From an optimization exercise on the open Yosys and OpenROAD flow, aimed at small area, a short achievable clock period and few clock cycles; shortcuts taken in it are not production practice.
Only simulation tests tie the RTL to the original design; equivalence was not proved.

==> flow/design.v <==
module evsub_tga (
    input  wire        clk,
    input  wire        rst_n,       
    input  wire        tirq,        
    input  wire        sf_valid,    
    output wire        sf_ready,    
    input  wire [73:0] sf_data,     
    input  wire        sf_err,      
    output wire        ev_valid,    
    input  wire        ev_ready,    
    output wire [39:0] ev_data,     
    output wire        halted       
);
    localparam [2:0] K_PPRESS = 3'd0;
    localparam [2:0] K_PMOVE  = 3'd1;
    localparam [2:0] K_PREL   = 3'd2;
    localparam [2:0] K_PEXIT  = 3'd3;
    localparam [2:0] K_KPRESS = 3'd4;
    localparam [2:0] K_KREL   = 3'd5;
    function [1:0] keyzone;
        input [15:0] x;
        begin
            if (x < 16'd107)      keyzone = 2'd0;
            else if (x < 16'd214) keyzone = 2'd1;
            else if (x < 16'd320) keyzone = 2'd2;
            else                  keyzone = 2'd3;
        end
    endfunction
    reg tirq_q;
    reg tirq_pend;
    reg in_sess;
    reg halt_r;
    wire tirq_fall = tirq_q & ~tirq;
    wire start     = ~in_sess & ~halt_r & (tirq_pend | tirq_fall);
    reg        hv, tv;
    reg [1:0]  hn, tn;              
    reg [32:0] hp0, hp1, tp0, tp1;  
    assign sf_ready = in_sess & ~tv;
    wire take     = sf_valid & sf_ready;
    wire take_ok  = take & ~sf_err;
    wire [1:0]  in_n  = sf_data[73:72];
    wire [32:0] in_p0 = sf_data[68:36];
    wire [32:0] in_p1 = sf_data[32:0];
    always @(posedge clk) begin
        tirq_q <= tirq;
        if (!rst_n) begin
            tirq_pend <= 1'b0;
            in_sess   <= 1'b0;
            halt_r    <= 1'b0;
        end else begin
            tirq_pend <= start ? (tirq_pend & tirq_fall) : (tirq_pend | tirq_fall);
            if (take) begin
                if (sf_err) begin
                    halt_r  <= 1'b1;
                    in_sess <= 1'b0;
                end else if (in_n == 2'd0) begin
                    in_sess <= 1'b0;
                end
            end else if (start) begin
                in_sess <= 1'b1;
            end
        end
    end
    assign halted = halt_r;
    reg  [1:0]  active;
    reg         ptr_valid;
    reg         ptr_id;
    reg  [31:0] last0, last1;       
    reg  [1:0]  lv;                 
    reg  [5:0]  done;               
    reg  [1:0]  wr;                 
    reg         outv;
    reg  [2:0]  o_kind;
    reg  [1:0]  o_key;
    reg         o_show;
    reg         o_id;
    wire [31:0] o_xy = o_id ? last1 : last0;
    assign ev_valid = outv;
    assign ev_data  = {2'b00, o_kind, o_key, 1'b0, o_xy & {32{o_show}}};
    wire        v0  = hn[1] | hn[0];
    wire        v1  = hn[1];
    wire        id0 = hp0[32];
    wire        id1 = hp1[32];
    wire [31:0] xy0 = hp0[31:0];
    wire [31:0] xy1 = hp1[31:0];
    wire gy0 = (hp0[15:8] == 8'd0) & (hp0[7:4] != 4'hF);    
    wire gy1 = (hp1[15:8] == 8'd0) & (hp1[7:4] != 4'hF);
    wire [1:0] kz0 = keyzone(hp0[31:16]);
    wire [1:0] kz1 = keyzone(hp1[31:16]);
    wire [1:0] kzl0 = keyzone(last0[31:16]);
    wire [1:0] kzl1 = keyzone(last1[31:16]);
    wire eqA0 = lv[0] & (xy0 == last0);
    wire eqA1 = lv[1] & (xy0 == last1);
    wire eqB0 = lv[0] & (xy1 == last0);
    wire eqB1 = lv[1] & (xy1 == last1);
    wire eqL0 = id0 ? eqA1 : eqA0;      
    wire eqL1 = id1 ? eqB1 : eqB0;      
    wire same = (id0 == id1);
    wire G0 = v0 & gy0;
    wire G1 = v1 & gy1;
    wire B0 = v0 & ~gy0 & (kz0 != 2'd3);
    wire B1 = v1 & ~gy1 & (kz1 != 2'd3);
    wire act_id0 = id0 ? active[1] : active[0];
    wire act_id1 = id1 ? active[1] : active[0];
    wire set0  = G0 & ~ptr_valid & ~act_id0;
    wire pv1   = ptr_valid | set0;
    wire pid1  = set0 ? id0 : ptr_id;
    wire c_g0  = G0 & pv1 & (pid1 == id0);
    wire e_g0  = c_g0 & ~eqL0;
    wire set1  = G1 & ~pv1 & ~act_id1;
    wire pv2   = pv1 | set1;
    wire pid2  = set1 ? id1 : pid1;
    wire c_g1  = G1 & pv2 & (pid2 == id1);
    wire g0m   = e_g0 & same & ~done[0];    
    wire eq1   = g0m ? (xy0 == xy1) : eqL1;
    wire e_g1  = c_g1 & ~eq1;
    wire act1_id1 = act_id1 | wr[id1] | g0m;
    wire ptr_id0 = pv2 & (pid2 == id0);
    wire ptr_id1 = pv2 & (pid2 == id1);
    wire e_b0  = B0 & ~ptr_id0 & ~act_id0;
    wire e_b1  = B1 & ~ptr_id1 & ~act_id1 & ~(e_b0 & same);
    wire [1:0] proc = {(v0 & id0) | (v1 & id1), (v0 & ~id0) | (v1 & ~id1)};
    wire r0  = active[0] & ~proc[0];
    wire r1  = active[1] & ~proc[1];
    wire rp0 = r0 & pv2 & ~pid2;
    wire rp1 = r1 & pv2 & pid2;
    wire [5:0] f   = {r1, r0, e_b1, e_b0, e_g1, e_g0};
    wire [5:0] rem = f & ~done;
    wire [5:0] sel = rem & ~{rem[4:0], 1'b0} & ~{rem[3:0], 2'b0} & ~{rem[2:0], 3'b0}
                         & ~{rem[1:0], 4'b0} & ~{rem[0], 5'b0};
    wire [2:0] n_kind = (sel[0] ? {2'b00, act_id0}  : 3'd0)
                      | (sel[1] ? {2'b00, act1_id1} : 3'd0)
                      | ((sel[2] | sel[3]) ? K_KPRESS : 3'd0)
                      | (sel[4] ? (rp0 ? K_PREL : K_KREL) : 3'd0)
                      | (sel[5] ? (rp1 ? K_PREL : K_KREL) : 3'd0);
    wire [1:0] n_key  = (sel[2] ? kz0 : 2'd0)
                      | (sel[3] ? kz1 : 2'd0)
                      | ((sel[4] & ~rp0) ? kzl0 : 2'd0)
                      | ((sel[5] & ~rp1) ? kzl1 : 2'd0);
    wire n_show = sel[0] | sel[1] | (sel[4] & rp0) | (sel[5] & rp1);
    wire none   = (rem == 6'd0);
    wire lastev = ((rem & ~sel) == 6'd0);
    wire o_rel  = o_show & (o_kind == K_PREL);
    wire load   = ~outv | (ev_ready & ~o_rel);
    wire pop    = hv & (none | (load & lastev));
    wire ld     = hv & ~none & load;
    wire wp0  = sel[0] | sel[2];            
    wire wp1  = sel[1] | sel[3];            
    wire wid  = wp1 ? id1 : id0;
    wire wany = wp0 | wp1;
    wire [1:0] wnow = {wany & wid, wany & ~wid};
    wire [1:0] act_n = proc & (active | wr | wnow | {e_b0 & id0, e_b0 & ~id0}
                                                  | {e_b1 & id1, e_b1 & ~id1});
    wire       pv_n  = pv2 & ~(rp0 | rp1);
    always @(posedge clk) begin
        if (!rst_n) begin
            hv        <= 1'b0;
            tv        <= 1'b0;
            outv      <= 1'b0;
            done      <= 6'd0;
            wr        <= 2'b00;
            active    <= 2'b00;
            ptr_valid <= 1'b0;
            ptr_id    <= 1'b0;
            lv        <= 2'b00;
        end else begin
            if (~hv | pop) begin
                hv <= tv | take_ok;
                if (tv) begin
                    hn <= tn; hp0 <= tp0; hp1 <= tp1;
                end else begin
                    hn <= in_n; hp0 <= in_p0; hp1 <= in_p1;
                end
            end
            if (tv)
                tv <= ~(~hv | pop);
            else
                tv <= take_ok & hv & ~pop;
            if (take) begin
                tn <= in_n; tp0 <= in_p0; tp1 <= in_p1;
            end
            if (ld) begin
                outv   <= 1'b1;
                o_kind <= n_kind;
                o_key  <= n_key;
                o_show <= n_show;
                if (sel[0] | sel[1]) o_id <= wid;
            end else if (ev_ready) begin
                if (o_rel) begin
                    o_kind <= K_PEXIT;
                    o_show <= 1'b0;
                end else begin
                    outv <= 1'b0;
                end
            end
            if (pop) begin
                done <= 6'd0;
                wr   <= 2'b00;
                if (hn == 2'd0) begin
                    active    <= 2'b00;
                    ptr_valid <= 1'b0;
                    ptr_id    <= 1'b0;
                    lv        <= 2'b00;
                end else begin
                    active    <= act_n;
                    ptr_valid <= pv_n;
                    ptr_id    <= pid2;
                    lv        <= lv | wnow;
                end
            end else if (ld) begin
                done <= done | {|sel[5:5], |sel[5:4], |sel[5:3], |sel[5:2], |sel[5:1], |sel[5:0]};
                wr   <= wr | wnow;
                lv   <= lv | wnow;
            end
        end
    end
    always @(posedge clk) begin
        if (rst_n & ld & wnow[0]) last0 <= wp0 ? xy0 : xy1;
        if (rst_n & ld & wnow[1]) last1 <= wp0 ? xy0 : xy1;
    end
endmodule
Settings: LEC_CHECK=0, CAP_MARGIN=40, CORE_MARGIN=2, CORE_UTILIZATION=60, SLEW_MARGIN=40; clock period 11.0 ns.
standard.sh (not shown) runs the stock make flow with config.mk's settings and CLKGATE_MAP_FILE= SYNTH_SCRIPT=/design/flow/synth_recipe.tcl, a recipe that flattens the netlist after the stock synthesis.
==> flow/flow/run.sh <==
#!/bin/bash
set -euo pipefail
export BUFFER_PORTS_ARGS="-buffer_cell sky130_fd_sc_hd__buf_1"
export SETUP_SLACK_MARGIN=7.5
bash standard.sh > flow_standard.log 2>&1
The starting point produced a clean layout.
Testbench counts at the start, summed over its fixed seeds: cycles 9,355.
Edit:
--- a/flow/design.v
+++ b/flow/design.v
@@ -71,13 +71,13 @@
     reg  [1:0]  wr;                 
     reg         outv;
     reg  [2:0]  o_kind;
     reg  [1:0]  o_key;
-    reg         o_show;
-    reg         o_id;
-    wire [31:0] o_xy = o_id ? last1 : last0;
+    reg         o_id;               
+    reg         o_s0, o_s1;         
+    wire [31:0] o_xy = (last0 & {32{o_s0}}) | (last1 & {32{o_s1}});
     assign ev_valid = outv;
-    assign ev_data  = {2'b00, o_kind, o_key, 1'b0, o_xy & {32{o_show}}};
+    assign ev_data  = {2'b00, o_kind, o_key, 1'b0, o_xy};
     wire        v0  = hn[1] | hn[0];
     wire        v1  = hn[1];
     wire        id0 = hp0[32];
     wire        id1 = hp1[32];
@@ -110,11 +110,10 @@
     wire set1  = G1 & ~pv1 & ~act_id1;
     wire pv2   = pv1 | set1;
     wire pid2  = set1 ? id1 : pid1;
     wire c_g1  = G1 & pv2 & (pid2 == id1);
-    wire g0m   = e_g0 & same & ~done[0];    
-    wire eq1   = g0m ? (xy0 == xy1) : eqL1;
-    wire e_g1  = c_g1 & ~eq1;
+    wire g0m   = e_g0 & same & ~done[0];
+    wire e_g1  = c_g1 & (g0m | ~eqL1);
     wire act1_id1 = act_id1 | wr[id1] | g0m;
     wire ptr_id0 = pv2 & (pid2 == id0);
     wire ptr_id1 = pv2 & (pid2 == id1);
     wire e_b0  = B0 & ~ptr_id0 & ~act_id0;
@@ -139,17 +138,18 @@
                       | ((sel[5] & ~rp1) ? kzl1 : 2'd0);
     wire n_show = sel[0] | sel[1] | (sel[4] & rp0) | (sel[5] & rp1);
     wire none   = (rem == 6'd0);
     wire lastev = ((rem & ~sel) == 6'd0);
-    wire o_rel  = o_show & (o_kind == K_PREL);
+    wire o_rel  = (o_s0 | o_s1) & (o_kind == K_PREL);
     wire load   = ~outv | (ev_ready & ~o_rel);
     wire pop    = hv & (none | (load & lastev));
     wire ld     = hv & ~none & load;
     wire wp0  = sel[0] | sel[2];            
     wire wp1  = sel[1] | sel[3];            
     wire wid  = wp1 ? id1 : id0;
     wire wany = wp0 | wp1;
     wire [1:0] wnow = {wany & wid, wany & ~wid};
+    wire n_id = (sel[0] | sel[1]) ? wid : o_id;
     wire [1:0] act_n = proc & (active | wr | wnow | {e_b0 & id0, e_b0 & ~id0}
                                                   | {e_b1 & id1, e_b1 & ~id1});
     wire       pv_n  = pv2 & ~(rp0 | rp1);
     always @(posedge clk) begin
@@ -182,14 +182,16 @@
             if (ld) begin
                 outv   <= 1'b1;
                 o_kind <= n_kind;
                 o_key  <= n_key;
-                o_show <= n_show;
-                if (sel[0] | sel[1]) o_id <= wid;
+                o_s0   <= n_show & ~n_id;
+                o_s1   <= n_show &  n_id;
+                o_id   <= n_id;
             end else if (ev_ready) begin
                 if (o_rel) begin
                     o_kind <= K_PEXIT;
-                    o_show <= 1'b0;
+                    o_s0   <= 1'b0;
+                    o_s1   <= 1'b0;
                 end else begin
                     outv <= 1'b0;
                 end
             end
After rerunning: Clock skew goes down by 0.0042 ns. Register-to-register slack is better by 0.07 ns. Final area goes down by a few percent. Worst setup slack is better by 0.16 ns. Count of clock-buffer cells in the layout is unchanged. Hold slack hardly moves.
Testbench counts after the change, summed over its fixed seeds: cycles 9,358.

-- static timing again, ports no longer ideal --
The flow's constraints put no driver on any port. The routed layouts listed below were extracted and timed again, unchanged, in two steps. Step 1 (the two cells are an assumption about what drives the block):
set clk [get_ports {clk}]
set_driving_cell -lib_cell sky130_fd_sc_hd__clkbuf_16 $clk
set_driving_cell -lib_cell sky130_fd_sc_hd__buf_2 [delete_from_list [all_inputs] $clk]
Step 2 times the ports against the registers' clock, not the clock port: input delays grow and output delays shrink by t, the midpoint of the rising clock arrivals with the driver on. a / b / c = no drivers / after step 1 / after step 2; a / b = the first two.
| run | t (ns) | setup WS [ns] | worst hold slack (ns) |
|---|---|---|---|
| the first run | 0.574 | 7.062 / 7.010 / 6.765 | 0.483 / 0.483 / 0.483 |
| the second run | 0.560 | 7.220 / 7.174 / 7.010 | 0.482 / 0.482 / 0.482 |
After both steps setup and hold are still met in every run listed. The setup slack of the first run, which loses most, moves by -0.052 ns with the drivers and by -0.297 ns with both steps.
